From an optimization exercise on the open Yosys and OpenROAD flow, aimed at small area, a short achievable clock period and few clock cycles; shortcuts taken in it are not production practice. In this exercise RTL edits were held to simulation tests only and were not proved equivalent to the original. Power and IR drop assume default switching activity.

**flow/flow/run.sh**
```bash
#!/bin/bash
# Layout flow: the standard flow (standard.sh) with these changes:
#  - ABC maps the logic with flow/abc_map.script (delay target 20 ns, with
#    area recovery) instead of ORFS's abc_speed.script; everything else in
#    synthesis is ORFS's (synth_recipe.tcl), so the registers are the same;
#  - the port buffers ORFS inserts at placement are sky130_fd_sc_hd__buf_2;
#  - clock tree synthesis uses larger sink clusters and no dummy loads.
# Runs in the work folder; the flow's full output goes to standard.log here.
set -o pipefail
rm -rf scripts
cp -r "$FLOW_HOME/scripts" scripts
cp flow/abc_map.script scripts/abc_speed.script
export SCRIPTS_DIR="$PWD/scripts"
export BUFFER_PORTS_ARGS="-buffer_cell sky130_fd_sc_hd__buf_2"
export CTS_ARGS="-sink_clustering_enable -repair_clock_nets -dont_use_dummy_load -sink_clustering_size 20 -sink_clustering_max_diameter 100"
bash standard.sh > standard.log 2>&1
```
**flow/flow/abc_map.script**
```
&get -n
&st
&synch2
&dch -f
&nf -D 20000
&st
&dch -f
&nf -D 20000
&put
buffer -c
topo
stime -c
upsize -c
dnsize -c
```
**flow/standard.sh**
```bash
#!/bin/bash
# synth_recipe.tcl (not shown) runs the flow's synth.tcl, then flattens the netlist and writes it again
# the make line also repeats each setting of config.mk as NAME=value (left out here)
make -C /OpenROAD-flow-scripts/flow DESIGN_CONFIG=/design/flow/config.mk WORK_HOME=/design/flow/orfs CLKGATE_MAP_FILE= SYNTH_SCRIPT=/design/flow/synth_recipe.tcl "${@:-finish}"
```
**flow/config.mk**
```make
export PLATFORM = sky130hd
export DESIGN_NAME = sdrb
export DESIGN_NICKNAME = sdrb
export VERILOG_FILES = /design/flow/design.v
export SDC_FILE = /design/flow/constraint.sdc
export NUM_CORES = 8
export LEC_CHECK = 0
export CAP_MARGIN = 20
export CORE_MARGIN = 2
export CORE_UTILIZATION = 25
export GPL_TIMING_DRIVEN = 0
export SLEW_MARGIN = 20
```
**flow/constraint.sdc**
```tcl
create_clock -name core_clock -period 60.0 [get_ports {clk}]
set_input_delay 12.0000 -clock core_clock [delete_from_list [all_inputs] [get_ports {clk}]]
set_output_delay 12.0000 -clock core_clock [all_outputs]
set_load 0.01 [all_outputs]
```
**flow/design.v**
```verilog
module sdrb_fround (
    input  wire              sign,
    input  wire [47:0]       p,
    input  wire signed [9:0] be,
    output wire [31:0]       z
);
    wire        hi   = p[47];
    wire        sub1 = (be <= 10'sd0);           
    wire        sub0 = (be <= 10'sd1);           
    wire        ovf1 = (be >= 10'sd255);
    wire        ovf0 = (be >= 10'sd256);
    wire [9:0]  shw  = 10'd1 - be;
    wire [4:0]  sh   = !sub0 ? 5'd0 : (shw[9:5] != 5'd0) ? 5'd31 : shw[4:0];
    wire [7:0]  e1   = be[7:0];
    wire [7:0]  e0   = be[7:0] - 8'd1;
    wire [47:0] smask = ~({48{1'b1}} << ({1'b0, sh} + 6'd23));
    wire [24:0] vs   = p[47:23] >> sh;
    wire        ss   = |(p & smask);
    reg  [22:0] f;
    reg  [7:0]  e;
    reg         g, s;
    always @* begin
        if (hi ? sub1 : sub0) begin
            f = vs[23:1]; g = vs[0]; s = ss; e = 8'd0;
        end else if (hi) begin
            f = p[46:24]; g = p[23]; s = |p[22:0]; e = e1;
        end else begin
            f = p[45:23]; g = p[22]; s = |p[21:0]; e = e0;
        end
    end
    wire        rnd = g & (s | f[0]);
    wire [30:0] r   = {e, f} + {30'd0, rnd};
    assign z = (hi ? ovf1 : ovf0) ? {sign, 8'hFF, 23'd0} : {sign, r};
endmodule
module sdrb_fmul (
    input  wire [31:0] a,
    input  wire [31:0] b,
    output reg  [31:0] z
);
    wire        sz   = a[31] ^ b[31];
    wire        a_e0 = (a[30:23] == 8'h00), b_e0 = (b[30:23] == 8'h00);
    wire        a_e1 = (a[30:23] == 8'hFF), b_e1 = (b[30:23] == 8'hFF);
    wire        a_fz = (a[22:0] == 23'd0),  b_fz = (b[22:0] == 23'd0);
    wire        a_zero = a_e0 & a_fz, b_zero = b_e0 & b_fz;
    wire [23:0] ms = a_e0 ? {1'b0, a[22:0]} : {~b_e0, b[22:0]};
    wire [23:0] mo = a_e0 ? {~b_e0, b[22:0]} : {1'b1, a[22:0]};
    function [4:0] clz23;
        input [22:0] f;
        integer k;
        begin
            clz23 = 5'd23;
            for (k = 0; k <= 22; k = k + 1) if (f[k]) clz23 = 5'd23 - k[4:0];
        end
    endfunction
    wire [4:0]  lz_a = clz23(a[22:0]);
    wire [4:0]  lz_b = b_e0 ? clz23(b[22:0]) : 5'd0;
    wire [4:0]  lz   = a_e0 ? lz_a : lz_b;
    wire [23:0] mn   = ms << lz;
    wire [47:0] p  = mn * mo;
    wire signed [9:0] be = $signed({2'b00, a[30:24], a[23] | a_e0})
                         + $signed({2'b00, b[30:24], b[23] | b_e0})
                         - $signed({5'd0, lz}) - 10'sd126;
    wire [31:0] rz;
    sdrb_fround u_rnd (.sign(sz), .p(p), .be(be), .z(rz));
    always @* begin
        if ((a_e1 & ~a_fz) | (b_e1 & ~b_fz) | (a_e1 & b_zero) | (b_e1 & a_zero))
            z = 32'h7FC00000;
        else if (a_e1 | b_e1)
            z = {sz, 8'hFF, 23'd0};
        else if (a_zero | b_zero)
            z = {sz, 31'd0};
        else
            z = rz;
    end
endmodule
module sdrb_fmul2 (
    input  wire        clk,
    input  wire        hi,
    input  wire [31:0] a,
    input  wire [31:0] b,
    output reg  [31:0] z
);
    wire        b_e0 = (b[30:23] == 8'h00);
    reg  [4:0]  lz;
    reg  [23:0] mn;
    always @* begin
        mn = {~b_e0, b[22:0]};
        lz = 5'd0;
        if (mn[23:8] == 16'd0) begin mn = mn << 16; lz = lz + 5'd16; end
        if (mn[23:16] == 8'd0) begin mn = mn << 8;  lz = lz + 5'd8;  end
        if (mn[23:20] == 4'd0) begin mn = mn << 4;  lz = lz + 5'd4;  end
        if (mn[23:22] == 2'd0) begin mn = mn << 2;  lz = lz + 5'd2;  end
        if (mn[23] == 1'b0)    begin mn = mn << 1;  lz = lz + 5'd1;  end
    end
    reg  [35:0] pl;                    
    reg  [11:0] bh;                    
    reg  signed [9:0] be;
    reg  [1:0]  kind;                  
    reg         sz;
    wire [23:0] ma  = {1'b1, a[22:0]};
    wire [11:0] mul = hi ? bh : mn[11:0];
    wire [35:0] add = hi ? {12'd0, pl[35:12]} : 36'd0;
    wire [35:0] q   = ma * mul + add;
    always @(posedge clk) begin
        pl <= q;
        bh <= mn[23:12];
        sz <= a[31] ^ b[31];
        be <= $signed({2'b00, a[30:23]})
            + $signed({2'b00, b[30:24], b[23] | b_e0})
            - $signed({5'd0, lz}) - 10'sd126;
        if (((a[30:23] == 8'hFF) & (a[22:0] != 0)) | ((b[30:23] == 8'hFF) & (b[22:0] != 0)) |
            ((a[30:23] == 8'hFF) & (b[30:0] == 0)) | ((b[30:23] == 8'hFF) & (a[30:0] == 0)))
            kind <= 2'd1;
        else if ((a[30:23] == 8'hFF) | (b[30:23] == 8'hFF))
            kind <= 2'd2;
        else if ((a[30:0] == 0) | (b[30:0] == 0))
            kind <= 2'd3;
        else
            kind <= 2'd0;
    end
    wire [31:0] rz;
    sdrb_fround u_rnd (.sign(sz), .p({q, pl[11:0]}), .be(be), .z(rz));
    always @* begin
        case (kind)
            2'd1:    z = 32'h7FC00000;
            2'd2:    z = {sz, 8'hFF, 23'd0};
            2'd3:    z = {sz, 31'd0};
            default: z = rz;
        endcase
    end
endmodule
module sdrb_fadd (
    input  wire [31:0] a,
    input  wire [31:0] b,
    output reg  [31:0] z
);
    wire a_e1 = (a[30:23] == 8'hFF), b_e1 = (b[30:23] == 8'hFF);
    wire a_fz = (a[22:0] == 23'd0),  b_fz = (b[22:0] == 23'd0);
    wire a_zero = (a[30:0] == 31'd0), b_zero = (b[30:0] == 31'd0);
    wire an = (a[30:23] != 8'h00), bn = (b[30:23] != 8'h00);
    wire [7:0] ea = {a[30:24], a[23] | ~an};
    wire [7:0] eb = {b[30:24], b[23] | ~bn};
    wire        swap = b[30:0] > a[30:0];
    wire [8:0]  dab  = {1'b0, ea} - {1'b0, eb};
    wire [8:0]  dba  = {1'b0, eb} - {1'b0, ea};
    wire [7:0]  d    = swap ? dba[7:0] : dab[7:0];
    wire [7:0]  ex   = swap ? eb : ea;
    wire        sx   = swap ? b[31] : a[31];
    wire [26:0] mx   = swap ? {bn, b[22:0], 3'b000} : {an, a[22:0], 3'b000};
    wire [26:0] my   = swap ? {an, a[22:0], 3'b000} : {bn, b[22:0], 3'b000};
    wire [4:0]  ds   = (d[7:5] != 3'd0) ? 5'd31 : d[4:0];
    wire [26:0] mys  = my >> ds;
    wire        stk  = |(my & ~({27{1'b1}} << ds));
    wire [26:0] myj  = {mys[26:1], mys[0] | stk};
    wire        sub = a[31] ^ b[31];
    wire [27:0] sum = sub ? ({1'b0, mx} - {1'b0, myj}) : ({1'b0, mx} + {1'b0, myj});
    reg  [4:0]  lz;
    integer k;
    always @* begin
        lz = 5'd27;
        for (k = 0; k <= 26; k = k + 1) if (sum[k]) lz = 5'd26 - k[4:0];
    end
    wire [7:0]  exm1 = ex - 8'd1;
    wire        lim  = {3'd0, lz} > exm1;
    wire [4:0]  ls   = lim ? exm1[4:0] : lz;
    wire [26:0] n    = sum[26:0] << ls;
    wire [7:0]  en   = lim ? 8'd0 : (ex - {3'd0, lz});
    wire [23:0] m   = sum[27] ? sum[27:4] : n[26:3];
    wire        g   = sum[27] ? sum[3] : n[2];
    wire        st  = sum[27] ? (|sum[2:0]) : (|n[1:0]);
    wire [7:0]  e   = sum[27] ? ex + 8'd1 : en;
    wire        rnd = g & (st | m[0]);
    wire [30:0] r   = {e, m[22:0]} + {30'd0, rnd};
    always @* begin
        if ((a_e1 & ~a_fz) | (b_e1 & ~b_fz) | (a_e1 & b_e1 & (a[31] ^ b[31])))
            z = 32'h7FC00000;
        else if (a_e1)
            z = a;
        else if (b_e1)
            z = b;
        else if (a_zero & b_zero)
            z = {a[31] & b[31], 31'd0};
        else if (sum == 28'd0)
            z = 32'h00000000;
        else if (sum[27] & (ex == 8'hFE))
            z = {sx, 8'hFF, 23'd0};
        else
            z = {sx, r};
    end
endmodule
module sdrb (
    input  wire        clk,
    input  wire        rst_n,
    input  wire        cmd_valid,
    output wire        cmd_ready,
    input  wire [31:0] cmd_word,
    input  wire [31:0] cmd_arg0,
    input  wire [31:0] cmd_arg1,
    output wire        rsp_valid,
    input  wire        rsp_ready,
    output wire [31:0] rsp_data,
    output wire        rsp_err
);
    localparam [31:0] HALF  = 32'h3F000000;
    localparam [31:0] ONE   = 32'h3F800000;
    localparam [31:0] HW_ID = 32'h53440100;
    localparam [7:0] OP_NOP     = 8'h00, OP_INIT    = 8'h01,
                     OP_WRITE   = 8'h10, OP_READ    = 8'h11, OP_SETRP  = 8'h12,
                     OP_RBRESET = 8'h13, OP_RESIZE  = 8'h14, OP_GETCAP = 8'h15,
                     OP_SETCAPF = 8'h16, OP_STEP    = 8'h17, OP_GETWC  = 8'h18,
                     OP_GETRC   = 8'h19, OP_DERESET = 8'h20, OP_SETDLY = 8'h21,
                     OP_SETFB   = 8'h22, OP_SETMIX  = 8'h23, OP_MIXSTEP = 8'h24,
                     OP_PROCESS = 8'h25, OP_BLKWR   = 8'h30, OP_BLKRD  = 8'h31,
                     OP_REGRD   = 8'h40, OP_STATCLR = 8'h41;
    localparam [2:0] S_IDLE = 3'd0, S_EXEC = 3'd1, S_HOLD = 3'd2, S_B = 3'd3,
                     S_C    = 3'd4, S_D    = 3'd5, S_SER  = 3'd6;
    localparam [2:0] P_MOD = 3'd0, P_MUL = 3'd1, P_DIV = 3'd2, P_DLY = 3'd3,
                     P_FIN = 3'd4, P_FINB = 3'd5;
    reg  [2:0]  state;
    reg         rst_q;                   
    reg         rdy_q;                   
    reg         is_step_q;               
    reg  [7:0]  opc;
    reg         cc;                      
    reg  [3:0]  idx;                     
    reg  [31:0] a0_q, a1_q;
    reg         legal, ch0, ch1, blk_ok, is_ring, is_blk;
    reg         two_ch;                  
    reg  [24:0] capacity;
    reg  [4:0]  alloc;
    reg  [4:0]  wc0, wc1;                
    reg  [23:0] rc0, rc1;                
    reg  [31:0] feedback, mix, omix;     
    reg  [23:0] dsamp;
    reg  [3:0]  st_warn;
    reg  [2:0]  st_err;
    reg  [31:0] err_cmd;                 
    reg  [31:0] store [0:31];            
    reg  [31:0] sv;                      
    reg  [31:0] blk [0:15];              
    reg  [15:0] bv;                      
    reg  [31:0] rsp_q;
    reg         rsp_err_q;
    reg         eng_on, eng_ph;          
    reg         ta_v, ta_c, ta_inv;
    reg  [2:0]  ta_i;
    reg         tc_v, tc_c, tc_inv;
    reg  [2:0]  tc_i;
    reg         td_v, td_c;
    reg  [2:0]  td_i;
    reg  [3:0]  eng_n0, eng_n1;          
    reg         eng_inv1;                
    reg         omix_job;                
    reg         spec_ok;
    reg  [4:0]  spec_rc;                 
    reg  [31:0] x_q, y_q, m1_q, t3_q;
    reg  [2:0]  sp;
    reg  [35:0] acc;
    reg         ovf;                     
    reg         clamp_q;                 
    reg         fin_c;                   
    reg  [9:0]  rem;
    reg  [7:0]  cnt;
    assign cmd_ready = rst_n && rdy_q;
    wire [7:0]  opc_i  = cmd_word[31:24];
    wire [7:0]  chf_i  = cmd_word[23:16];
    wire [15:0] idx_i  = cmd_word[15:0];
    wire        ch0_i  = (chf_i == 8'd0);
    wire        idx0_i = (idx_i == 16'd0);
    reg         legal_i;
    always @* begin
        case (opc_i)
            OP_NOP, OP_INIT, OP_RBRESET, OP_RESIZE, OP_GETCAP, OP_SETCAPF,
            OP_DERESET, OP_SETDLY, OP_SETFB, OP_SETMIX, OP_PROCESS, OP_STATCLR:
                legal_i = ch0_i && idx0_i;
            OP_WRITE, OP_READ, OP_SETRP, OP_STEP, OP_GETWC, OP_GETRC, OP_MIXSTEP:
                legal_i = idx0_i;
            OP_BLKWR, OP_BLKRD:
                legal_i = 1'b1;
            OP_REGRD:
                legal_i = ch0_i && (idx_i <= 16'd12);
            default:
                legal_i = 1'b0;
        endcase
    end
    wire ring_i = (opc_i == OP_INIT)    || (opc_i == OP_WRITE)   || (opc_i == OP_READ)   ||
                  (opc_i == OP_SETRP)   || (opc_i == OP_RBRESET) || (opc_i == OP_RESIZE) ||
                  (opc_i == OP_SETCAPF) || (opc_i == OP_STEP)    || (opc_i == OP_GETWC)  ||
                  (opc_i == OP_GETRC)   || (opc_i == OP_DERESET) || (opc_i == OP_SETDLY) ||
                  (opc_i == OP_SETFB)   || (opc_i == OP_SETMIX)  || (opc_i == OP_MIXSTEP) ||
                  (opc_i == OP_PROCESS);
    wire blk_ok_i = (chf_i[7:1] == 7'd0) && (idx_i[15:3] == 13'd0);
    wire blk_i    = (opc_i == OP_BLKWR) || (opc_i == OP_BLKRD);
    wire ch_valid = ch0 || (two_ch && ch1);
    wire s0_neg   = a0_q[31];
    wire s1_neg   = a1_q[31];
    wire       fr_c = td_v ? td_c : tc_v ? tc_c : ta_c;
    wire [2:0] fr_i = td_v ? td_i : tc_v ? tc_i : ta_i;
    wire pend    = ({cc, idx[2:0]} >= {fr_c, fr_i});
    wire bg_even = eng_on && !eng_ph;
    wire bg_odd  = eng_on && eng_ph;
    wire hazard  = (is_ring && (eng_on || omix_job)) ||
                   (is_blk && eng_on && (pend || (!eng_ph && (opc[0] ? ta_v : td_v))));
    wire [4:0]  wc_c  = cc ? wc1 : wc0;
    wire [23:0] rc_c  = cc ? rc1 : rc0;
    wire        rc_c_bad = (rc_c[23:5] != 19'd0) || (rc_c[4:0] >= alloc);
    wire        wc_c_bad = (wc_c >= alloc);
    wire [3:0]  ns_v = a1_q[3:0];
    wire        proc_arg = s0_neg || (a0_q[30:0] > 31'd2) || s1_neg || (a1_q[30:0] > 31'd8);
    wire        ok0 = (rc0[23:5] == 19'd0) && (rc0[4:0] < alloc) && (wc0 < alloc);
    wire        ok1 = (rc1[23:5] == 19'd0) && (rc1[4:0] < alloc) && (wc1 < alloc);
    wire        grow = (capacity > {20'd0, alloc});
    wire [4:0]  mx0 = (rc0[4:0] > wc0) ? rc0[4:0] : wc0;
    wire [4:0]  mx1 = (rc1[4:0] > wc1) ? rc1[4:0] : wc1;
    wire [4:0]  lim0 = !ok0 ? 5'd0 : (grow ? alloc - mx0 : 5'd16);
    wire [4:0]  lim1 = !ok1 ? 5'd0 : (grow ? alloc - mx1 : 5'd16);
    wire        act0 = (a0_q[1:0] != 2'd0) && (ns_v != 4'd0);
    wire        err0 = act0 && (lim0 < {1'b0, ns_v});
    wire        act1 = (a0_q[1:0] == 2'd2) && (ns_v != 4'd0) && !err0;
    wire        err1 = act1 && two_ch && (lim1 < {1'b0, ns_v});
    wire [3:0]  pn0 = !act0 ? 4'd0 : (err0 ? lim0[3:0] : ns_v);
    wire [3:0]  pn1 = !act1 ? 4'd0 : (err1 ? lim1[3:0] : ns_v);
    reg [31:0] clamp_v;
    reg        clamp_out;
    always @* begin
        if (a0_q[30:23] == 8'hFF && a0_q[22:0] != 0) begin
            clamp_v = ONE;  clamp_out = 1'b1;
        end else if (a0_q[31] && a0_q[30:0] != 0) begin
            clamp_v = 32'd0; clamp_out = 1'b1;
        end else if (a0_q[30:0] == 0) begin
            clamp_v = 32'd0; clamp_out = 1'b0;
        end else if (a0_q[30:0] > ONE[30:0]) begin
            clamp_v = ONE;  clamp_out = 1'b1;
        end else begin
            clamp_v = a0_q; clamp_out = 1'b0;
        end
    end
    wire [7:0]  lag_e   = a0_q[30:23];
    wire        lag_bad = (a0_q == 32'h7F800000);
    wire        lag_int = !(lag_e == 8'hFF) && !a0_q[31] && (lag_e >= 8'd127);
    wire        ex_go    = (state == S_EXEC) && !hazard;
    wire        ex_proc  = ex_go && legal && (opc == OP_PROCESS);
    wire        ex_fg    = ex_go && legal && (opc == OP_STEP || opc == OP_MIXSTEP);
    wire        st_B     = (state == S_B);
    wire        st_C     = (state == S_C);
    wire        st_D     = (state == S_D);
    wire        idle_s   = (state == S_IDLE);
    wire        a_c      = eng_on ? ta_c : cc;
    wire [4:0]  wc_a     = a_c ? wc1 : wc0;
    wire [23:0] rc_a     = a_c ? rc1 : rc0;
    wire        spec_go  = ex_proc && !proc_arg && pn0 != 4'd0 && spec_ok;
    wire        doB      = (bg_odd && ta_v) || st_B || spec_go;
    wire        doC      = (bg_odd && tc_v) || st_C;
    wire        doD      = (bg_even && td_v) || st_D;
    wire        m2_hi    = bg_odd || st_C;
    wire        do_om    = omix_job;
    reg  [3:0]  bsel;
    always @* begin
        if (bg_even && ta_v) bsel = {ta_c, ta_i};
        else                 bsel = {cc, idx[2:0]};
    end
    wire [15:0] b_hot = bv & (16'd1 << bsel);
    reg  [31:0] blk_rd;
    integer kb;
    always @* begin
        blk_rd = 32'd0;
        for (kb = 0; kb < 16; kb = kb + 1) blk_rd = blk_rd | (blk[kb] & {32{b_hot[kb]}});
    end
    wire [15:0] s_hot0 = sv[15:0]  & (16'd1 << rc0[3:0]);
    wire [15:0] s_hot1 = sv[31:16] & (16'd1 << rc1[3:0]);
    reg  [31:0] st_rd0, st_rd1;
    integer ks;
    always @* begin
        st_rd0 = 32'd0;
        st_rd1 = 32'd0;
        for (ks = 0; ks < 16; ks = ks + 1) begin
            st_rd0 = st_rd0 | (store[ks]      & {32{s_hot0[ks]}});
            st_rd1 = st_rd1 | (store[16 + ks] & {32{s_hot1[ks]}});
        end
    end
    wire [31:0] st_rd = a_c ? st_rd1 : st_rd0;
    wire        fin      = (state == S_SER);
    wire [4:0]  adv_p    = fin ? (fin_c ? wc1 : wc0) : doB ? wc_a :
                           (state == S_EXEC && opc == OP_WRITE && !eng_on) ? wc_c : rc_a[4:0];
    wire [4:0]  adv_x    = adv_p + {4'd0, !fin || clamp_q};
    reg  [4:0]  adv;
    always @* begin
        adv = adv_x;
        if (capacity[24:5] == 20'd0) begin
            if (capacity[4:0] == 5'd1) adv = 5'd0;
            else begin
                if (capacity[4:0] <= 5'd2 && adv >= {capacity[1:0], 3'b000})
                    adv = adv - {capacity[1:0], 3'b000};
                if (capacity[4:0] <= 5'd4 && adv >= {capacity[2:0], 2'b00})
                    adv = adv - {capacity[2:0], 2'b00};
                if (capacity[4:0] <= 5'd8 && adv >= {capacity[3:0], 1'b0})
                    adv = adv - {capacity[3:0], 1'b0};
                if (adv >= capacity[4:0]) adv = adv - capacity[4:0];
            end
        end
    end
    wire [31:0] m1_a = doC ? mix : (is_step_q && !eng_on) ? a1_q : feedback;
    wire [31:0] m1_b = doC ? y_q : st_rd;
    wire [31:0] ad_a = doD ? t3_q : do_om ? ONE : x_q;
    wire [31:0] ad_b = do_om ? {~mix[31], mix[30:0]} : m1_q;
    wire [31:0] m1_z, ad_z, m2_z;
    sdrb_fmul  u_m1 (.a(m1_a), .b(m1_b), .z(m1_z));
    sdrb_fadd  u_ad (.a(ad_a), .b(ad_b), .z(ad_z));
    sdrb_fmul2 u_m2 (.clk(clk), .hi(m2_hi), .a(omix), .b(x_q), .z(m2_z));
    wire        s_bit   = a0_q[31];
    wire [23:0] rc_f    = fin_c ? rc1 : rc0;
    reg  [36:0] as_p, as_q;
    reg         as_inv, as_ci;
    always @* begin
        as_p = 37'd0; as_q = {12'd0, capacity}; as_inv = 1'b1; as_ci = 1'b1;
        case (sp)
            P_MOD:  as_p = {11'd0, acc[24:0], s_bit};
            P_MUL:  begin as_p = {acc, 1'b0}; as_q = s_bit ? {6'd0, a1_q[30:0]} : 37'd0;
                          as_inv = 1'b0; as_ci = 1'b0; end
            P_DLY:  as_p = {1'b0, acc};
            P_FIN:  if (clamp_q) begin as_p = {12'd0, capacity}; as_q = 37'd0; as_ci = 1'b0; end
                    else begin as_p = {32'd0, adv}; as_q = {12'd0, acc[24:0]}; end
            default: begin as_p = {13'd0, rc_f}; as_inv = 1'b0; as_ci = 1'b0; end
        endcase
    end
    wire [37:0] as_z    = {1'b0, as_p} + {1'b0, as_inv ? ~as_q : as_q} + {37'd0, as_ci};
    wire        as_ge   = as_z[37];      
    wire [11:0] dv_v    = {rem, acc[35:34]};
    wire [1:0]  dv_q    = (dv_v >= 12'd3000) ? 2'd3 : (dv_v >= 12'd2000) ? 2'd2 :
                          (dv_v >= 12'd1000) ? 2'd1 : 2'd0;
    wire [11:0] dv_r    = dv_v - (dv_q == 2'd3 ? 12'd3000 : dv_q == 2'd2 ? 12'd2000 :
                                  dv_q == 2'd1 ? 12'd1000 : 12'd0);
    wire        mod_skip = acc[24:0] == 25'd0 && a0_q[31:24] == 8'd0 && cnt >= 8'd8;
    wire        mul_skip = acc == 36'd0 && a0_q[31:24] == 8'd0 && cnt >= 8'd8;
    wire        div_skip = rem == 10'd0 && acc[35:28] == 8'd0 && cnt >= 8'd4;
    wire        de_err   = ovf || acc == 36'd0 || acc > 36'd16;
    reg  [31:0] ex_data;
    always @* begin
        ex_data = 32'd0;
        case (opc)
            OP_READ:   ex_data = ch_valid ? st_rd : 32'd0;
            OP_BLKRD:  ex_data = blk_rd;
            OP_GETCAP: ex_data = {7'd0, capacity};
            OP_GETWC:  ex_data = ch_valid ? {27'd0, wc_c} : 32'd0;
            OP_GETRC:  ex_data = ch_valid ? {8'd0, rc_c} : 32'd0;
            OP_REGRD:
                case (idx[3:0])
                    4'd0:  ex_data = {21'd0, st_err, 4'd0, st_warn};
                    4'd1:  ex_data = {7'd0, capacity};
                    4'd2:  ex_data = {27'd0, alloc};
                    4'd3:  ex_data = two_ch ? 32'd2 : 32'd1;
                    4'd4:  ex_data = feedback;
                    4'd5:  ex_data = mix;
                    4'd6:  ex_data = {8'd0, dsamp};
                    4'd7:  ex_data = (st_err != 3'd0) ? err_cmd : 32'd0;
                    4'd8:  ex_data = 32'd0;
                    4'd9:  ex_data = 32'd2;
                    4'd10: ex_data = 32'd16;
                    4'd11: ex_data = 32'd8;
                    default: ex_data = HW_ID;
                endcase
            default: ex_data = 32'd0;
        endcase
    end
    reg  [2:0] ex_err;
    reg        ex_long;                  
    always @* begin
        ex_err  = 3'b000;
        ex_long = 1'b0;
        if (!legal) ex_err = 3'b001;
        else case (opc)
            OP_INIT:    if (s0_neg || a0_q[30:0] == 0 || a0_q[30:0] > 31'd16 ||
                            s1_neg || a1_q[30:0] == 0 || a1_q[30:0] > 31'd2) ex_err = 3'b010;
            OP_RESIZE:  if (s0_neg || a0_q[30:0] == 0 || a0_q[30:0] > 31'd16) ex_err = 3'b010;
            OP_SETCAPF: if (s0_neg || a0_q[30:0] == 0 || a0_q[30:0] > 31'h01000000) ex_err = 3'b010;
            OP_WRITE:   if (ch_valid && wc_c_bad) ex_err = 3'b100;
            OP_READ:    if (ch_valid && rc_c_bad) ex_err = 3'b100;
            OP_STEP, OP_MIXSTEP:
                        if (ch_valid && (rc_c_bad || wc_c_bad)) ex_err = 3'b100;
                        else if (ch_valid || opc == OP_MIXSTEP) ex_long = 1'b1;
            OP_SETRP:   if (ch_valid && lag_bad) ex_err = 3'b010;
                        else if (ch_valid) ex_long = 1'b1;
            OP_DERESET, OP_SETDLY:
                        if (s0_neg || s1_neg) ex_err = 3'b010;
                        else ex_long = 1'b1;
            OP_PROCESS: if (proc_arg) ex_err = 3'b010;
                        else if (err0 || err1) ex_err = 3'b100;
            OP_BLKWR, OP_BLKRD:
                        if (!blk_ok) ex_err = 3'b010;
            default: ;
        endcase
    end
    wire ex_rsp  = ex_go && !ex_long;
    wire ex_e    = (ex_err != 3'b000);
    assign rsp_valid = rst_n && rst_q && (ex_rsp || state == S_HOLD);
    assign rsp_data  = (state == S_HOLD) ? rsp_q : (ex_e ? 32'd0 : ex_data);
    assign rsp_err   = (state == S_HOLD) ? rsp_err_q : ex_e;
    wire doA     = (ex_fg && !ex_e && ch_valid) || (ex_proc && !proc_arg && pn0 != 4'd0 && !spec_ok) ||
                   (bg_even && ta_v && !ta_inv);
    wire doB_st  = (bg_odd && ta_v && !ta_inv) || (st_B && ch_valid) || spec_go;
    wire        nx_last = ({1'b0, ta_i} + 4'd1 == (ta_c ? eng_n1 : eng_n0));
    wire        nx_v    = !(nx_last && (ta_c || eng_n1 == 4'd0));
    wire        nx_c    = nx_last ? 1'b1 : ta_c;
    wire [2:0]  nx_i    = nx_last ? 3'd0 : ta_i + 3'd1;
    wire        st_cmd = (state == S_EXEC) && (opc == OP_WRITE) && !eng_on;
    wire        st_we  = doB_st || (ex_go && legal && opc == OP_WRITE && ch_valid && !ex_e);
    wire [31:0] st_wd  = st_cmd ? a0_q : ad_z;
    wire        bl_job = bg_even && td_v;
    wire        bl_we  = bl_job || (ex_go && opc == OP_BLKWR && blk_ok);
    wire [3:0]  bl_a   = bl_job ? {td_c, td_i} : {cc, idx[2:0]};
    wire [31:0] bl_wd  = bl_job ? ad_z : a0_q;
    wire [31:0] st_hot = 32'd1 << {a_c, wc_a[3:0]};
    wire [15:0] bl_hot = 16'd1 << bl_a;
    wire        st_clr = (ex_go && legal && !ex_e &&
                          (opc == OP_INIT || opc == OP_RBRESET || opc == OP_RESIZE)) ||
                         (state == S_SER && sp == P_DLY && opc == OP_DERESET && !de_err);
    genvar gk;
    generate
        for (gk = 0; gk < 32; gk = gk + 1) begin : g_st
            always @(posedge clk) if (st_we && st_hot[gk]) store[gk] <= st_wd;
        end
        for (gk = 0; gk < 16; gk = gk + 1) begin : g_bl
            always @(posedge clk) if (bl_we && bl_hot[gk]) blk[gk] <= bl_wd;
        end
    endgenerate
    wire        rd_ex  = ex_go && legal && opc == OP_READ && ch_valid && !ex_e;
    wire        wr_ex  = ex_go && legal && opc == OP_WRITE && ch_valid && !ex_e;
    wire        fin_w  = (state == S_SER) && (sp == P_FIN || sp == P_FINB);
    wire        rc_adv = doA || rd_ex;
    wire [23:0] rc_fin = (sp == P_FIN && clamp_q) ? {19'd0, adv} : as_z[23:0];
    always @(posedge clk) begin
        if (!rst_q || st_clr) begin
            rc0 <= 24'd0; rc1 <= 24'd0; wc0 <= 5'd0; wc1 <= 5'd0;
        end else begin
            if ((rc_adv && !a_c) || spec_go || (fin_w && !fin_c))
                rc0 <= fin_w ? rc_fin : spec_go ? {19'd0, spec_rc} : {19'd0, adv};
            if ((rc_adv && a_c) || (fin_w && fin_c))
                rc1 <= fin_w ? rc_fin : {19'd0, adv};
            if ((doB_st || wr_ex) && !a_c) wc0 <= adv;
            if ((doB_st || wr_ex) && a_c)  wc1 <= adv;
        end
    end
    always @(posedge clk) begin
        if (!rst_q || st_clr) sv <= 32'd0;
        else if (st_we)       sv <= sv | st_hot;
        if (!rst_q)           bv <= 16'd0;
        else if (bl_we)       bv <= bv | bl_hot;
    end
    wire acc_go   = (state == S_IDLE) && cmd_valid && rdy_q;     
    wire to_idle  = (ex_go && !ex_long && rsp_ready) || (state == S_HOLD && rsp_ready);
    wire rp_start = ex_go && legal && (opc == OP_SETRP) && ch_valid && !ex_e;
    wire dl_start = ex_go && legal && (opc == OP_DERESET || opc == OP_SETDLY) && !ex_e;
    wire ser      = (state == S_SER);
    always @(posedge clk) begin
        if (acc_go) begin
            opc     <= opc_i;
            legal   <= legal_i;
            ch0     <= ch0_i;
            ch1     <= (chf_i == 8'd1);
            blk_ok  <= blk_ok_i;
            is_ring <= legal_i && ring_i;
            is_blk  <= blk_i && blk_ok_i;
            a1_q    <= cmd_arg1;
        end
        if (acc_go && st_err == 3'd0) err_cmd <= cmd_word;
        if (!rst_q || to_idle) begin
            cc <= 1'b0; idx <= 4'd0; is_step_q <= 1'b0;
        end else if (acc_go) begin
            cc <= chf_i[0]; idx <= idx_i[3:0]; is_step_q <= (opc_i == OP_STEP);
        end
    end
    wire x_en = (idle_s && !eng_on) || (bg_even && ta_v) || ex_fg ||
                (ex_proc && !proc_arg && pn0 != 4'd0 && !spec_ok);
    always @(posedge clk) begin
        if (x_en) x_q <= ex_fg ? a0_q : blk_rd;
        if (doB)  y_q <= doB_st ? ad_z : 32'd0;
    end
    always @(posedge clk) begin
        if (ex_go || st_B || st_D || ser) begin
            rsp_q     <= ex_go ? (ex_e ? 32'd0 : ex_data) : (st_B || st_D) ? ad_z : 32'd0;
            rsp_err_q <= ex_go ? ex_e : (ser && sp == P_DLY && opc == OP_DERESET && de_err);
        end
    end
    wire a0_sh = ser && ((sp == P_MOD && cnt != 8'd0) || sp == P_MUL);
    wire sh8   = (sp == P_MOD) ? mod_skip : mul_skip;
    always @(posedge clk) begin
        if (acc_go || rp_start || dl_start || a0_sh)
            a0_q <= acc_go   ? cmd_arg0 :
                    rp_start ? {1'b1, a0_q[22:0], 8'd0} :
                    dl_start ? {a0_q[30:0], 1'b0} :
                    sh8      ? {a0_q[23:0], 8'd0} : {a0_q[30:0], 1'b0};
        if (rp_start || dl_start)
            acc <= 36'd0;
        else if (ser && sp == P_MOD && cnt != 8'd0 && !mod_skip)
            acc <= {11'd0, as_ge ? as_z[24:0] : {acc[23:0], s_bit}};
        else if (ser && sp == P_MUL && !mul_skip)
            acc <= as_z[35:0];
        else if (ser && sp == P_DIV)
            acc <= div_skip ? {acc[27:0], 8'd0} : {acc[33:0], dv_q};
        if (dl_start) ovf <= 1'b0;
        else if (ser && sp == P_MUL && !mul_skip && as_z[36:35] != 2'd0) ovf <= 1'b1;
        if (rp_start)
            cnt <= lag_int ? lag_e - 8'd126 : 8'd0;
        else if (dl_start)
            cnt <= 8'd31;
        else if (ser && sp == P_MUL && (cnt == 8'd1 || (cnt == 8'd8 && mul_skip)))
            cnt <= 8'd18;
        else if (ser && (sp == P_MUL || (sp == P_MOD && cnt != 8'd0)))
            cnt <= sh8 ? cnt - 8'd8 : cnt - 8'd1;
        else if (ser && sp == P_DIV)
            cnt <= div_skip ? cnt - 8'd4 : cnt - 8'd1;
        if (ser && sp == P_MUL) rem <= 10'd0;
        else if (ser && sp == P_DIV && !div_skip) rem <= dv_r[9:0];
    end
    always @(posedge clk) begin
        m1_q  <= m1_z;
        t3_q  <= m2_z;
        rst_q <= rst_n;
        spec_ok <= rst_q && idle_s && !eng_on;
        spec_rc <= adv;
        rdy_q <= rst_n && rst_q && (state == S_IDLE ? !(cmd_valid && rdy_q) :
                                    state == S_EXEC ? ex_rsp && rsp_ready :
                                    state == S_HOLD && rsp_ready);
        if (!rst_q) begin
            state    <= S_IDLE;
            two_ch   <= 1'b1;
            capacity <= 25'd16;
            alloc    <= 5'd16;
            feedback <= HALF;
            mix      <= ONE;
            omix     <= 32'd0;
            dsamp    <= 24'd0;
            st_warn  <= 4'd0;
            st_err   <= 3'd0;
            eng_on   <= 1'b0;
            omix_job <= 1'b0;
        end else begin
            if (do_om) begin
                omix     <= ad_z;
                omix_job <= 1'b0;
            end
            if (bg_even) begin
                td_v   <= 1'b0;
                eng_ph <= 1'b1;
                if (!ta_v && !tc_v) eng_on <= 1'b0;
            end
            if (bg_odd) begin
                td_v <= tc_v; td_c <= tc_c; td_i <= tc_i;
                tc_v <= ta_v; tc_c <= ta_c; tc_i <= ta_i; tc_inv <= ta_inv;
                ta_v <= ta_v && nx_v;
                ta_c <= nx_c; ta_i <= nx_i;
                ta_inv <= nx_c && eng_inv1;
                eng_ph <= 1'b0;
                if (!ta_v && !tc_v) eng_on <= 1'b0;
            end
            case (state)
            S_IDLE: begin
                if (acc_go) state <= S_EXEC;
            end
            S_EXEC: if (!hazard) begin
                if (!ex_long) state <= rsp_ready ? S_IDLE : S_HOLD;
                st_err <= st_err | ex_err;
                if (!legal) begin
                end else case (opc)
                OP_INIT: if (!ex_e) begin
                    two_ch   <= a1_q[1];
                    alloc    <= a0_q[4:0];
                    capacity <= {20'd0, a0_q[4:0]};
                    feedback <= HALF;
                    mix      <= ONE;
                    omix     <= 32'd0;
                    omix_job <= 1'b0;
                    dsamp    <= 24'd0;
                end
                OP_WRITE: begin
                    if (!ch_valid) st_warn[0] <= 1'b1;
                end
                OP_READ: begin
                    if (!ch_valid) st_warn[0] <= 1'b1;
                end
                OP_SETRP: begin
                    if (!ch_valid) st_warn[0] <= 1'b1;
                    else if (!ex_e) begin
                        clamp_q <= 1'b0;
                        fin_c   <= cc;
                        sp      <= P_MOD;
                        state   <= S_SER;
                    end
                end
                OP_RESIZE: if (!ex_e) begin
                    alloc    <= a0_q[4:0];
                    capacity <= {20'd0, a0_q[4:0]};
                end
                OP_SETCAPF: if (!ex_e) capacity <= a0_q[24:0];
                OP_STEP, OP_MIXSTEP: begin
                    if (!ch_valid) st_warn[0] <= 1'b1;
                    if (ex_long) state <= S_B;
                end
                OP_GETWC, OP_GETRC: if (!ch_valid) st_warn[0] <= 1'b1;
                OP_DERESET, OP_SETDLY: if (!ex_e) begin
                    clamp_q <= 1'b0;
                    fin_c   <= 1'b0;
                    sp      <= P_MUL;
                    state   <= S_SER;
                end
                OP_SETFB: begin
                    feedback <= clamp_v;
                    if (clamp_out) st_warn[1] <= 1'b1;
                end
                OP_SETMIX: begin
                    mix <= clamp_v;
                    omix_job <= 1'b1;
                    if (clamp_out) st_warn[2] <= 1'b1;
                end
                OP_PROCESS: if (!proc_arg) begin
                    if (act1 && !two_ch) st_warn[0] <= 1'b1;
                    if (pn0 != 4'd0) begin
                        eng_on   <= 1'b1;
                        td_v     <= 1'b0;
                        eng_n0   <= pn0;
                        eng_n1   <= pn1;
                        eng_inv1 <= !two_ch;
                        if (spec_ok) begin
                            eng_ph <= 1'b0;
                            tc_v   <= 1'b1;
                            tc_c   <= 1'b0;
                            tc_i   <= 3'd0;
                            tc_inv <= 1'b0;
                            ta_v   <= (pn0 != 4'd1) || (pn1 != 4'd0);
                            ta_c   <= (pn0 == 4'd1);
                            ta_i   <= (pn0 == 4'd1) ? 3'd0 : 3'd1;
                            ta_inv <= (pn0 == 4'd1) && !two_ch;
                        end else begin
                            eng_ph <= 1'b1;
                            ta_v   <= 1'b1;
                            ta_c   <= 1'b0;
                            ta_i   <= 3'd0;
                            ta_inv <= 1'b0;
                            tc_v   <= 1'b0;
                        end
                    end
                end
                OP_BLKWR: if (blk_ok) begin
                end
                OP_STATCLR: st_warn <= 4'd0;
                default: ;
                endcase
            end
            S_B: state <= (opc == OP_STEP) ? S_HOLD : S_C;
            S_C: state <= S_D;
            S_D: state <= S_HOLD;
            S_SER: begin
                case (sp)
                P_MOD: if (cnt == 8'd0) sp <= P_FIN;
                P_MUL: if (cnt == 8'd1 || (cnt == 8'd8 && mul_skip)) sp <= P_DIV;
                P_DIV: if (cnt == 8'd1 || (cnt == 8'd4 && div_skip)) sp <= P_DLY;
                P_DLY: begin
                    if (opc == OP_DERESET) begin
                        if (de_err) begin
                            st_err[1] <= 1'b1;
                            state     <= S_HOLD;
                        end else begin
                            dsamp    <= {19'd0, acc[4:0]};
                            alloc    <= acc[4:0];
                            capacity <= {20'd0, acc[4:0]};
                            state     <= S_HOLD;
                        end
                    end else begin
                        if (ovf || as_ge) begin
                            st_warn[3] <= 1'b1;
                            clamp_q    <= 1'b1;
                        end else begin
                            dsamp <= acc[23:0];
                        end
                        sp <= P_FIN;
                    end
                end
                P_FIN, P_FINB: begin
                    if (sp == P_FIN && clamp_q) dsamp <= as_z[23:0];
                    if (sp == P_FIN && !clamp_q && !as_ge) sp <= P_FINB;
                    else if (opc == OP_SETDLY && !fin_c && two_ch) begin
                        fin_c <= 1'b1;
                        sp    <= P_FIN;
                    end else state <= S_HOLD;
                end
                default: ;
                endcase
            end
            S_HOLD: if (rsp_ready) state <= S_IDLE;
            default: state <= S_IDLE;
            endcase
        end
    end
endmodule
```
==> metrics.csv, run 1 <==
metric,value,unit
ctsResizeCount,0,
worstPathMaxFanout,4,
ys_warn_count,7,
seqPwrFrac,27.6,%
tightest_slew,1406,ps
swShare,51.45,%
cts_buffers,146,
fin_nets,15670,
area_growth_syn_to_layout,13.44,%
rows,274,
gp_congestion,1.051,
synthSimpleGateAreaFrac,14.34,%
async_flop_share,0,%
synth_top_area_share,38.20,%
whs,448.1,ps
avgSynthCellArea,10.14,µm²
cp-end-kind,output pin,
p_sw,5.439,mW
p_per_area,66.52,mW/mm²
max_freq,40.49,MHz
muxShareOfSynthArea,2.404,%
critPathBufInv,2,
critPathMaxStageDelay,320,ps
yosysMostFrequentCell,edfxtp_1,
grt_usage,20.79,%
core-area,0.5574,mm²
vias,119900,
postCtsSetupRepairBufs,0,
wl_met1,235400,µm
syn-cell-area,0.1401,mm²
overflow,0,
met2_length,261600,µm
synth_xor_area_share,1.961,%
clk_pin_slew,90,ps
ys_dominant_reg_cell,edfxtp_1,
synth-compound-area-share,16.06,%
drive_gt1_share,6.595,%
antenna_found_initial,61,
num_io_pins,135,
die_h,752.6,µm
start_kind,primary input,
firstDrtPassIters,11,
fin_worst_skew,127.3,ps
fin_crit_sh,41.16,%
htreeDepth,4,
combPwrFrac,63.3,%
drc,0,
grt_pass1_vias,113400,
p_int,5.132,mW
maxCapViolations,0,
grt_start_max_net_pins,39,
finalSetupTns,0,ps
syn_nets,15190,
clock_path_buffers,4,
power_leakage,57.44,nW
numPortBuffers,134,
pwr-share-clk,9.1,%
yosysUniqueCellTypes,132,
fillers,58300,
synth_area_leaders,"edfxtp_1 (38%), fa_1 (11%), dfxtp_1 (6.5%)",
highest_layer,met5,
post-route-min-period,24700,ps
critPathArrivalTime,12700,ps
finalMaxSlewViolations,0,
numClockSinks,2237,
crit_family,buffers and inverters,
max_slew_margin,6.265,%
stdcell_count,21820,
cp_cell_sequence,buf_2 > o211a_1 > buf_2,
yosys.area.top_type,edfxtp_1,
die_w,752.6,µm
ir_drop,0.2332,mV
cpMaxStageDelayCell,o211a_1,
grt_pass1_wl,859600,µm
worstPathRequired,48000,ps
hp-class,reg2reg,
synth_edf_count,1782,
synth_cells,13820,
hold_buffers,0,
ys_seq_elements,2237,
dp_hpwl,467300,µm
synth-seq-area-share,44.70,%
yosys-top-cells-count,"edfxtp_1 (1,782), nand2_1 (1,657), nor2_1 (1,232)",
avgViaCountPerCell,5.494,
synth_fa_ha_area_share,15.31,%
hold_viol,0,
start_util,25.13,%
die-area,0.5664,mm²
crit_path_frequent_cell,buf_2,
clockRootBuffer,clkbuf_16,
drt_iter0_drc,18290,
wl_met3,75870,µm
cts_tree,done,
clk_latency,890,ps
post-place-cells,21600,
wl,616700,µm
setup_viol,0,
critical_path_class,in2out,
rsz0062_at_grt,no,
routedWlPerCell,28.26,µm
postRouteAntennaNets,0,
synth_top_family_by_area,compound AO/OA/AOI/OAI gates,
status,finished clean,
[layout make-up]
cell class	instances	area (µm²)	share of cell area, %
multi-input combinational	9669	71410	44.94
inverter	1043	3915	2.464
buffer	873	3438	2.164
tap	7452	9324	5.867
sequential	2237	62620	39.41
clock buffer	146	3654	2.299
timing repair buffer	330	4373	2.752
antenna	70	175.2	0.1102
[final timing paths]
path	startpoint	end	slack, ps	cells past startpoint
setup reg to reg	eng_on$_SDFF_PN0_	m1_q[29]$_SDFF_PP1_	37550	72
hold reg to reg	u_m2.sz$_DFF_P_	t3_q[31]$_DFF_P_	450	1
setup / recovery	rst_n	rsp_valid	35300	3
hold / removal	u_m2.sz$_DFF_P_	t3_q[31]$_DFF_P_	450	1
[registers in the layout (all words and copies together), names as in the netlist, 25 cells and up]
name,count
a1_q,32
m1_q,32
x_q,32
feedback,32
capacity,25
omix,32
y_q,32
acc,36
store,1024
sv,32
err_cmd,32
mix,32
blk,512
a0_q,32
u_m2.pl,36
t3_q,32
rsp_q,32
[cell families (layout without fill, tap and decap cells)]
kind of cell,Yosys count,after routing
buf+inv,1916,2392
simple gates,4403,4403
fa+ha+maj,1270,1270
xor+xnor,301,301
flops,2237,2237
compound gates,3375,3375
mux,320,320
other cells,0,70
[per-stage QoR]
stage / setup slack, ps / total power, mW / instance area (µm²) / utilization [%]
floorplan: 35840 / 5.895 / 140100 / -
global placement: 35270 / 8.519 / 150100 / 26.92
detailed placement: 35270 / 9.244 / 154900 / 27.79
CTS: 35270 / 10.20 / 158600 / 28.44
global route: 35300 / 10.79 / 158800 / 28.48
finish: 35300 / 10.57 / 158900 / 28.51
[per-layer routing]
| metal | track usage (%) | vias to the layer above |
|---|---|---|
| met3 | 6.511 | 1627 |
| li1 | - | 50760 |
| met5 | 0 | - |
| met1 | 26.36 | 59620 |
| met4 | 12.10 | 30 |
| met2 | 31.12 | 7854 |
[power by group through the flow]
stage / combinational [mW] / clock (mW) / sequential, mW
6_report: 6.69 / 0.962 / 2.92
5_1_grt: 6.86 / 1.01 / 2.92
4_1_cts: 6.31 / 0.963 / 2.92
3_3_place_gp: 5.42 / 0 / 3.10
2_1_floorplan: 2.90 / 0 / 2.99
3_5_place_dp: 6.29 / 0 / 2.96
[worst reg2reg max path, delay by kind of cell (launching register included)]
family,cells,cell delay [ps]
compound gates,22,7120
simple gates,23,5040
buf+inv,13,4340
fa+ha+maj,8,3510
mux,4,1310
xor+xnor,2,550
flops,1,390
[cell usage in the layout, fill, tap and decap left out, drive strengths merged, types with 180 or more instances in the layout]
| master | synthesis | final |
|---|---|---|
| a21oi | 967 | 967 |
| a222oi | 337 | 337 |
| a22oi | 199 | 199 |
| and2 | 263 | 263 |
| buf | 140 | 468 |
| clkbuf | 733 | 881 |
| dfxtp | 455 | 455 |
| edfxtp | 1782 | 1782 |
| fa | 741 | 741 |
| ha | 529 | 529 |
| inv | 1040 | 1040 |
| mux2i | 231 | 231 |
| nand2 | 1659 | 1659 |
| nand3 | 255 | 255 |
| nor2 | 1236 | 1236 |
| nor3 | 253 | 253 |
| o21ai | 766 | 766 |
| xnor2 | 180 | 180 |
Testbench counts, summed over its fixed seeds: cycles 14,546.
==> inputs of run 2 (changes only) <==
--- a/flow/config.mk
+++ b/flow/config.mk
@@ -8,5 +8,4 @@
 export CAP_MARGIN = 20
 export CORE_MARGIN = 2
 export CORE_UTILIZATION = 25
-export GPL_TIMING_DRIVEN = 0
 export SLEW_MARGIN = 20
==> run 2 against run 1 <==
Against the previous run: total power is 8.0% lower; via count is 4.9% lower; largest cell class unchanged; clock power is 2.5% lower; still clean.
==> metrics.csv, run 2 <==
metric,value,unit,change
synth_top_area_share,38.20,%,unchanged
hold_viol,0,,unchanged
synth-seq-area-share,44.70,%,unchanged
status,finished clean,,
maxCapViolations,0,,unchanged
numClockSinks,2237,,unchanged
wl,552500,µm,-10%
grt_start_max_net_pins,105,,+170%
cts_tree,done,,
max_freq,40.99,MHz,+1.2%
yosys.area.top_type,edfxtp_1,,
hold_buffers,0,,unchanged
ys_dominant_reg_cell,edfxtp_1,,
p_per_area,62.80,mW/mm²,-5.6%
fillers,58520,,+0.38%
gp_congestion,1.002,,-4.6%
critPathArrivalTime,12400,ps,-300 ps
post-route-min-period,24400,ps,-303.1 ps
avgSynthCellArea,10.14,µm²,unchanged
yosysUniqueCellTypes,132,,unchanged
num_io_pins,135,,unchanged
ctsResizeCount,0,,unchanged
die_h,752.6,µm,unchanged
syn-cell-area,0.1401,mm²,unchanged
ys_seq_elements,2237,,unchanged
synth_fa_ha_area_share,15.31,%,unchanged
tightest_slew,1295,ps,-110.9 ps
power_leakage,56.69,nW,-1.3%
clock_path_buffers,4,,unchanged
drt_iter0_drc,16940,,-7.4%
rows,274,,unchanged
fin_nets,15050,,-4.0%
die-area,0.5664,mm²,unchanged
setup_viol,0,,unchanged
critical_path_class,in2out,,
finalSetupTns,0,ps,unchanged
regMostFlops,store,,
numPortBuffers,134,,unchanged
ys_warn_count,7,,unchanged
grt_pass1_wl,785600,µm,-8.6%
async_flop_share,0,%,unchanged
postCtsSetupRepairBufs,0,,unchanged
avgViaCountPerCell,5.383,,-2.0%
fin_crit_sh,40.66,%,-0.51 points
hp-class,reg2reg,,
htreeDepth,4,,unchanged
synth_top_family_by_area,compound AO/OA/AOI/OAI gates,,
cp-end-kind,output pin,,
final_common_cell,edfxtp_1,,
max_slew_margin,12.99,%,+6.7 points
synthSimpleGateAreaFrac,14.34,%,unchanged
core-area,0.5574,mm²,unchanged
synth_xor_area_share,1.961,%,unchanged
muxShareOfSynthArea,2.404,%,unchanged
finalMaxSlewViolations,0,,unchanged
regArea,0.06263,mm²,about the same
antenna_found_initial,66,,+8.2%
start_kind,primary input,,
drive_gt1_share,8.461,%,+1.9 points
grt_pass1_vias,108200,,-4.6%
syn_nets,15190,,unchanged
yosys-top-cells-count,"edfxtp_1 (1,782), nand2_1 (1,657), nor2_1 (1,232)",,
drc,0,,unchanged
synth_edf_count,1782,,unchanged
dp_hpwl,380100,µm,-19%
worstPathRequired,48000,ps,about the same
firstDrtPassIters,10,,-1
overflow,0,,unchanged
largest_reg_flops,1024,,unchanged
yosysMostFrequentCell,edfxtp_1,,
ir_drop,0.1914,mV,-18%
worstPathMaxFanout,4,,unchanged
vias,114000,,-4.9%
cts_buffers,143,,-2.1%
die_w,752.6,µm,unchanged
multiInputGateArea,0.07129,mm²,-0.18%
layout_common_cells,"edfxtp_1 (1,782), nand2_1 (1,655), nor2_1 (1,174)",,
area_growth_syn_to_layout,10.58,%,
grt_usage,18.69,%,-2.1 points
synth_area_leaders,"edfxtp_1 (38%), fa_1 (11%), dfxtp_1 (6.5%)",,
largestRegisters,"store: 1024 flops, blk: 512 flops",,
whs,456.2,ps,+8.128 ps
fin_worst_skew,110.7,ps,-16.64 ps
rsz0062_at_grt,no,,
clk_latency,890,ps,about the same
start_util,25.13,%,unchanged
synth_cells,13820,,unchanged
clockRootBuffer,clkbuf_16,,
synth-compound-area-share,16.06,%,unchanged
clk_pin_slew,90,ps,about the same
routedWlPerCell,26.09,µm,-7.7%
postRouteAntennaNets,0,,unchanged
run 2: per-stage QoR:
step           instances  worst slack, ps  power, mW  util [%]  cell area, µm²
2_1_floorplan      13820            35840      5.895         -          140100
6_report           21180            35600      9.728     27.79          154900
3_5_place_dp       20980            35610      8.592     27.10          151100
4_1_cts            21130            35600      9.529     27.74          154700
3_3_place_gp       20980            35580      8.550     27.10          151100
5_1_grt            21140            35590      10.02     27.77          154800
run 2: where the power goes:
| part | switching (mW) | total (mW) | internal, mW |
|---|---|---|---|
| logic | 4.47 | 5.86 | 1.40 |
| registers | 0.0259 | 2.93 | 2.90 |
| clock network | 0.513 | 0.938 | 0.425 |
| total | 5.01 | 9.73 | 4.72 |
run 2: cell type report:
class / count / share of cell area (%)
Inverter: 1043 / 2.529
Sequential cell: 2237 / 40.43
Antenna cell: 53 / 0.08562
Tap cell: 7452 / 6.019
Timing Repair Buffer: 582 / 2.607
Multi-Input combinational cell: 9669 / 46.02
Clock buffer: 143 / 2.310
run 2: worst paths after layout:
kind / from / slack, ps / depth (start not counted) / end
max: rst_n / 35600 / 3 / cmd_ready
min: omix[31]$_SDFF_PN0_ / 460 / 1 / u_m2.sz$_DFF_P_
max reg2reg: eng_on$_SDFF_PN0_ / 39180 / 60 / blk[0][9]$_DFFE_PP_
min reg2reg: omix[31]$_SDFF_PN0_ / 460 / 1 / u_m2.sz$_DFF_P_
run 2: cell families (layout without fill, tap and decap cells):
group | count (synthesis) | in the layout
other cells | 0 | 53
buf+inv | 1916 | 1768
mux | 320 | 320
simple gates | 4403 | 4403
xor+xnor | 301 | 301
flops | 2237 | 2237
fa+ha+maj | 1270 | 1270
compound gates | 3375 | 3375
run 2: worst max-delay path: stages:
cell	delay, ps
buf_2	120
and2_1	150
buf_2	130
run 2: metal layers:
| metal | wire length, µm | vias to the layer above | global-route usage [%] |
|---|---|---|---|
| li1 | - | 49440 | - |
| met1 | 214000 | 56500 | 24.22 |
| met2 | 237700 | 6784 | 28.30 |
| met3 | 64800 | 1255 | 5.080 |
| met4 | 35490 | 38 | 10.09 |
| met5 | 472 | - | 0 |
==> inputs of run 3 (changes only) <==
--- a/flow/flow/run.sh
+++ b/flow/flow/run.sh
@@ -12,5 +12,5 @@
 cp flow/abc_map.script scripts/abc_speed.script
 export SCRIPTS_DIR="$PWD/scripts"
 export BUFFER_PORTS_ARGS="-buffer_cell sky130_fd_sc_hd__buf_2"
-export CTS_ARGS="-sink_clustering_enable -repair_clock_nets -dont_use_dummy_load -sink_clustering_size 20 -sink_clustering_max_diameter 100"
+export CTS_ARGS="-sink_clustering_enable -repair_clock_nets -dont_use_dummy_load -sink_clustering_size 12 -sink_clustering_max_diameter 60 -buf_list sky130_fd_sc_hd__clkbuf_8"
 bash standard.sh > standard.log 2>&1
==> run 3 against run 2 <==
Against the previous run: synthesized area unchanged; design area shrank 0.28%; total power down 0.85%; critical endpoint unchanged; highest routed layer unchanged.
==> metrics.csv, run 3 <==
metric,value,unit,change
finalMaxSlewViolations,0,,unchanged
critPathBufInv,2,,unchanged
wl,553300,µm,+0.15%
critPathMaxStageDelay,150,ps,about the same
drive_gt1_share,9.055,%,+0.59 points
clock_path_buffers,4,,unchanged
final_util,27.71,%,-0.077 points
clk_pin_slew,80,ps,about the same
p_sw,5.011,mW,+0.11%
pwr-share-clk,8.8,%,-0.8 points
cpMaxStageDelayCell,and2_1,,
rows,274,,unchanged
numPortBuffers,134,,unchanged
power_leakage,56.58,nW,-0.20%
cts_buffers,228,,+59%
synth_area_leaders,"edfxtp_1 (38%), fa_1 (11%), dfxtp_1 (6.5%)",,
worstPathMaxFanout,4,,unchanged
final_common_cell,edfxtp_1,,
async_flop_share,0,%,unchanged
core-area,0.5574,mm²,unchanged
postRouteAntennaNets,0,,unchanged
maxCapViolations,0,,unchanged
worstPathRequired,48000,ps,about the same
post-route-min-period,24400,ps,+1.200 ps
synth-seq-area-share,44.70,%,unchanged
whs,457.7,ps,+1.472 ps
start_util,25.13,%,unchanged
yosys.area.top_type,edfxtp_1,,
ys_seq_elements,2237,,unchanged
synth_edf_count,1782,,unchanged
area_growth_syn_to_layout,10.27,%,
largest_reg_flops,1024,,unchanged
drt_iter0_drc,16290,,-3.8%
regMostFlops,store,,
clockRootBuffer,clkbuf_8,,
die_w,752.6,µm,unchanged
yosysUniqueCellTypes,132,,unchanged
p_per_area,62.44,mW/mm²,-0.58%
routedWlPerCell,26.02,µm,-0.23%
crit_family,buffers and inverters,,
avgViaCountPerCell,5.387,,about the same
fin_nets,15130,,+0.57%
yosysMostFrequentCell,edfxtp_1,,
numClockSinks,2237,,unchanged
start_kind,primary input,,
num_io_pins,135,,unchanged
muxShareOfSynthArea,2.404,%,unchanged
hold_buffers,0,,unchanged
dp_hpwl,380100,µm,unchanged
tightest_slew,1337,ps,+41.96 ps
htreeDepth,4,,unchanged
gp_congestion,1.002,,unchanged
synth_top_family_by_area,compound AO/OA/AOI/OAI gates,,
ir_drop,0.1879,mV,-1.9%
max_slew_margin,10.44,%,-2.5 points
syn_nets,15190,,unchanged
seqPwrFrac,30.4,%,+0.3 points
largestRegisters,"store: 1024 flops, blk: 512 flops",,
syn-cell-area,0.1401,mm²,unchanged
layout_common_cells,"edfxtp_1 (1,782), nand2_1 (1,655), nor2_1 (1,174)",,
fin_worst_skew,224.5,ps,+113.9 ps
finalSetupTns,0,ps,unchanged
grt_start_max_net_pins,105,,unchanged
vias,114500,,+0.45%
combPwrFrac,60.8,%,+0.5 points
status,finished clean,,
drc,0,,unchanged
grt_pass1_vias,108700,,+0.50%
die-area,0.5664,mm²,unchanged
synth_cells,13820,,unchanged
cts_tree,done,,
fin_crit_sh,40.66,%,about the same
clk_latency,1120,ps,+230 ps
crit_path_frequent_cell,buf_2,,
firstDrtPassIters,10,,unchanged
hp-class,reg2reg,,
max_freq,40.99,MHz,about the same
ctsResizeCount,0,,unchanged
cp_cell_sequence,buf_2 > and2_1 > buf_2,,
cp-end-kind,output pin,,
post-place-cells,20980,,unchanged
synth-compound-area-share,16.06,%,unchanged
fillers,58610,,+0.17%
grt_usage,18.71,%,about the same
p_total,9.645,mW,-0.85%
hold_viol,0,,unchanged
postCtsSetupRepairBufs,0,,unchanged
avgSynthCellArea,10.14,µm²,unchanged
synth_fa_ha_area_share,15.31,%,unchanged
die_h,752.6,µm,unchanged
stdcell_count,21260,,+0.39%
antenna_found_initial,74,,+12%
synth_top_area_share,38.20,%,unchanged
setup_viol,0,,unchanged
overflow,0,,unchanged
ys_dominant_reg_cell,edfxtp_1,,
swShare,51.96,%,+0.50 points
yosys-top-cells-count,"edfxtp_1 (1,782), nand2_1 (1,657), nor2_1 (1,232)",,
critPathArrivalTime,12400,ps,about the same
grt_pass1_wl,786600,µm,+0.12%
rsz0062_at_grt,no,,
ys_warn_count,7,,unchanged
synthSimpleGateAreaFrac,14.34,%,unchanged
synth_xor_area_share,1.961,%,unchanged
critical_path_class,in2out,,
p_int,4.633,mW,-1.9%
## run 3: routing by layer
layer	GRT usage [%]	vias up	wire [µm]
met5	0	-	519
met1	24.09	56710	213200
met2	28.42	6905	238700
met3	5.270	1311	66130
met4	10.01	46	34680
li1	-	49560	-
## run 3: cell type report
cell class	count	area [µm²]	share of cell area [%]
inverters	1043	3918	2.536
flip-flops and latches	2237	62630	40.54
diodes	49	122.6	0.07938
multi-input cells	9669	71290	46.15
repair buffers	583	4051	2.623
well taps	7452	9324	6.036
clock buffers	228	3138	2.031
## run 3: power groups by stage
stage | logic (mW) | registers, mW | clock network, mW
6_report | 5.87 | 2.93 | 0.851
5_1_grt | 6.10 | 2.93 | 0.907
4_1_cts | 5.66 | 2.93 | 0.858
3_5_place_dp | 5.63 | 2.96 | 0
3_3_place_gp | 5.59 | 2.96 | 0
2_1_floorplan | 2.90 | 2.99 | 0
## run 3: final timing paths
kind / from / end / slack, ps / depth (start not counted)
setup / recovery: rst_n / cmd_ready / 35600 / 3
hold / removal: omix[31]$_SDFF_PN0_ / u_m2.sz$_DFF_P_ / 460 / 1
setup reg to reg: rc1[0]$_SDFFE_PP0P_ / m1_q[29]$_SDFF_PP1_ / 39140 / 77
hold reg to reg: omix[31]$_SDFF_PN0_ / u_m2.sz$_DFF_P_ / 460 / 1
## run 3: worst register-to-register path: cells and delay by family, from the launching register on
kind                       cells  cell delay, ps
xor gates and xnor gates       2             350
buffers and inverters          9            1910
and+or+nand+nor               35            6650
muxes                          2             680
AOI/OAI and AO/OA             21            6920
adders and majority gates      8            3480
DFF                            1             610
## run 3: cell families (layout without fill, tap and decap cells)
kind of cell | count (synthesis) | in the layout
xor gates and xnor gates | 301 | 301
AOI/OAI and AO/OA | 3375 | 3375
and+or+nand+nor | 4403 | 4403
other | 0 | 49
buffers and inverters | 1916 | 1854
adders and majority gates | 1270 | 1270
muxes | 320 | 320
DFF | 2237 | 2237
## run 3: per-stage QoR
step                      area (µm²)  setup WS (ps)
after global placement        151100          35580
after global routing          154400          35590
after CTS                     154200          35600
after detailed placement      151100          35610
after floorplan               140100          35840
final                         154500          35600
==> inputs of run 4 (changes only) <==
--- a/flow/flow/run.sh
+++ b/flow/flow/run.sh
@@ -12,5 +12,5 @@
 cp flow/abc_map.script scripts/abc_speed.script
 export SCRIPTS_DIR="$PWD/scripts"
 export BUFFER_PORTS_ARGS="-buffer_cell sky130_fd_sc_hd__buf_2"
-export CTS_ARGS="-sink_clustering_enable -repair_clock_nets -dont_use_dummy_load -sink_clustering_size 12 -sink_clustering_max_diameter 60 -buf_list sky130_fd_sc_hd__clkbuf_8"
+export CTS_ARGS="-sink_clustering_enable -repair_clock_nets -dont_use_dummy_load -sink_clustering_size 24 -sink_clustering_max_diameter 110"
 bash standard.sh > standard.log 2>&1
==> run 4 against run 3 <==
Against the previous run: die area stayed put; flip-flop and latch count unchanged; clock skew is 51 ps lower; routed wire length fell by 0.38%; synthesized area stayed put; global-route usage fell by 0.068 points; count of clock-buffer cells in the layout shrank 119; register-to-register slack worse by 170 ps; fmax is essentially flat; hold slack worse by 1.4 ps; combinational power is essentially flat; largest cell class unchanged; largest power group unchanged; highest routed layer unchanged.
==> metrics.csv, run 4 <==
metric,value,unit,change
status,finished clean,,
firstDrtPassIters,10,,unchanged
pre_cts_slack,35610,ps,unchanged
layout_common_cells,"edfxtp_1 (1,782), nand2_1 (1,655), nor2_1 (1,174)",,
tightest_slew,1360,ps,+22.38 ps
synth_edf_count,1782,,unchanged
p_sw,4.979,mW,-0.64%
fillers,58600,,-0.029%
synth-seq-area-share,44.70,%,unchanged
gp_congestion,1.002,,unchanged
rsz0062_at_grt,no,,
dpl_cell_area,0.1511,mm²,unchanged
p_int,4.619,mW,-0.30%
swShare,51.88,%,-0.084 points
yosys-top-cells-count,"edfxtp_1 (1,782), nand2_1 (1,657), nor2_1 (1,232)",,
syn_nets,15190,,unchanged
max_freq,40.99,MHz,about the same
yosysMostFrequentCell,edfxtp_1,,
synth_area_leaders,"edfxtp_1 (38%), fa_1 (11%), dfxtp_1 (6.5%)",,
regMostFlops,store,,
finalSetupTns,0,ps,unchanged
cpMaxStageDelayCell,and2_1,,
final_util,27.63,%,-0.077 points
overflow,0,,unchanged
pwr-share-clk,8.4,%,-0.4 points
postRouteAntennaNets,0,,unchanged
synth_cells,13820,,unchanged
maxCapViolations,0,,unchanged
max_slew_margin,8.944,%,-1.5 points
numPortBuffers,134,,unchanged
final_common_cell,edfxtp_1,,
drt_iter0_drc,17180,,+5.5%
fin_crit_sh,40.66,%,about the same
cp-end-kind,output pin,,
start_kind,primary input,,
hold_buffers,0,,unchanged
largest_reg_flops,1024,,unchanged
power_leakage,56.28,nW,-0.54%
htreeDepth,3,,-1
numClockSinks,2237,,unchanged
postCtsSetupRepairBufs,0,,unchanged
critPathBufInv,2,,unchanged
grt_start_max_net_pins,105,,unchanged
num_io_pins,135,,unchanged
yosysUniqueCellTypes,132,,unchanged
fin_area,0.1540,mm²,-0.28%
start_util,25.13,%,unchanged
clk_pin_slew,100,ps,+20 ps
fin_nets,15010,,-0.79%
wl,551200,µm,-0.38%
post-route-min-period,24400,ps,-1.100 ps
setup_slack,35600,ps,+1.100 ps
core-area,0.5574,mm²,unchanged
drive_gt1_share,8.240,%,-0.81 points
combPwrFrac,61.1,%,+0.3 points
die_h,752.6,µm,unchanged
critPathArrivalTime,12400,ps,about the same
dp_hpwl,380100,µm,unchanged
grt_pass1_wl,783900,µm,-0.34%
cts_tree,done,,
fin_worst_skew,174.0,ps,-50.53 ps
critical_path_class,in2out,,
avgSynthCellArea,10.14,µm²,unchanged
cp_cell_sequence,buf_2 > and2_1 > buf_2,,
area_growth_syn_to_layout,9.962,%,
routedWlPerCell,26.07,µm,+0.19%
vias,113900,,-0.54%
ctsResizeCount,0,,unchanged
die_w,752.6,µm,unchanged
cts_buffers,109,,-52%
rows,274,,unchanged
multiInputGateArea,0.07129,mm²,about the same
crit_path_frequent_cell,buf_2,,
ys_seq_elements,2237,,unchanged
drc,0,,unchanged
seqPwrFrac,30.5,%,about the same
setup_viol,0,,unchanged
grt_usage,18.64,%,-0.068 points
crit_family,buffers and inverters,,
p_per_area,62.31,mW/mm²,-0.20%
worstPathMaxFanout,4,,unchanged
die-area,0.5664,mm²,unchanged
clk_latency,840,ps,-280 ps
ys_dominant_reg_cell,edfxtp_1,,
yosys.area.top_type,edfxtp_1,,
clock_path_buffers,3,,-1
regArea,0.06263,mm²,unchanged
finalMaxSlewViolations,0,,unchanged
ir_drop,0.1829,mV,-2.7%
antenna_found_initial,73,,-1.4%
critPathMaxStageDelay,150,ps,about the same
hold_viol,0,,unchanged
syn-cell-area,0.1401,mm²,unchanged
async_flop_share,0,%,unchanged
avgViaCountPerCell,5.388,,about the same
synth_top_area_share,38.20,%,unchanged
clockRootBuffer,clkbuf_16,,
largestRegisters,"store: 1024 flops, blk: 512 flops",,
ys_warn_count,7,,unchanged
grt_pass1_vias,107900,,-0.74%
hp-class,reg2reg,,
worstPathRequired,48000,ps,about the same
## run 4: final timing paths
path	from	endpoint	slack, ps	depth (start not counted)
max	rst_n	cmd_ready	35600	3
min	omix[31]$_SDFF_PN0_	u_m2.sz$_DFF_P_	460	1
max reg2reg	rc1[0]$_SDFFE_PP0P_	m1_q[29]$_SDFF_PP1_	38970	78
min reg2reg	omix[31]$_SDFF_PN0_	u_m2.sz$_DFF_P_	460	1
## run 4: logic make-up after synthesis
group                      count (synthesis)  share of synthesized area [%]
and+or+nand+nor                         4403                          14.34
adders and majority gates               1270                          15.31
DFF                                     2237                          44.70
muxes                                    320                          2.404
xor gates and xnor gates                 301                          1.961
buffers and inverters                   1916                          5.217
AOI/OAI and AO/OA                       3375                          16.06
## run 4: cell type report
class	count	area share, %
well taps	7452	6.053
clock buffers	109	1.771
flip-flops and latches	2237	40.66
inverters	1043	2.543
multi-input cells	9669	46.28
diodes	49	0.07960
repair buffers	582	2.621
## run 4: through the flow
step | hold slack, ps | total power, mW | cells
finish | 456.3 | 9.599 | 21140
global route | 480.1 | 9.885 | 21100
CTS | 457.3 | 9.399 | 21090
detailed placement | 443.5 | 8.592 | 20980
global placement | 434.6 | 8.550 | 20980
floorplan | 410.0 | 5.895 | 13820
## run 4: per-layer routing
metal  GRT usage (%)  part of all wire (%)  vias up
met5               0                 0.054        -
met4           9.679                   6.2       50
met3           4.884                    12     1278
met2           28.43                    43     6777
met1           24.25                    39    56440
li1                -                     -    49370
## run 4: power by group through the flow
stage          Clock (mW)  Combinational (mW)  Sequential [mW]
3_5_place_dp            0                5.63             2.96
4_1_cts             0.815                5.66             2.93
3_3_place_gp            0                5.59             2.96
6_report            0.807                5.86             2.93
2_1_floorplan           0                2.90             2.99
5_1_grt             0.860                6.09             2.93

Check on run 4: ideal ports give 35.604 ns setup slack; a clkbuf_16 on the clock port and buf_2 on the inputs give 35.581 ns; moving port delays by the midpoint clock arrival (0.840 ns) as well gives 35.581 ns.
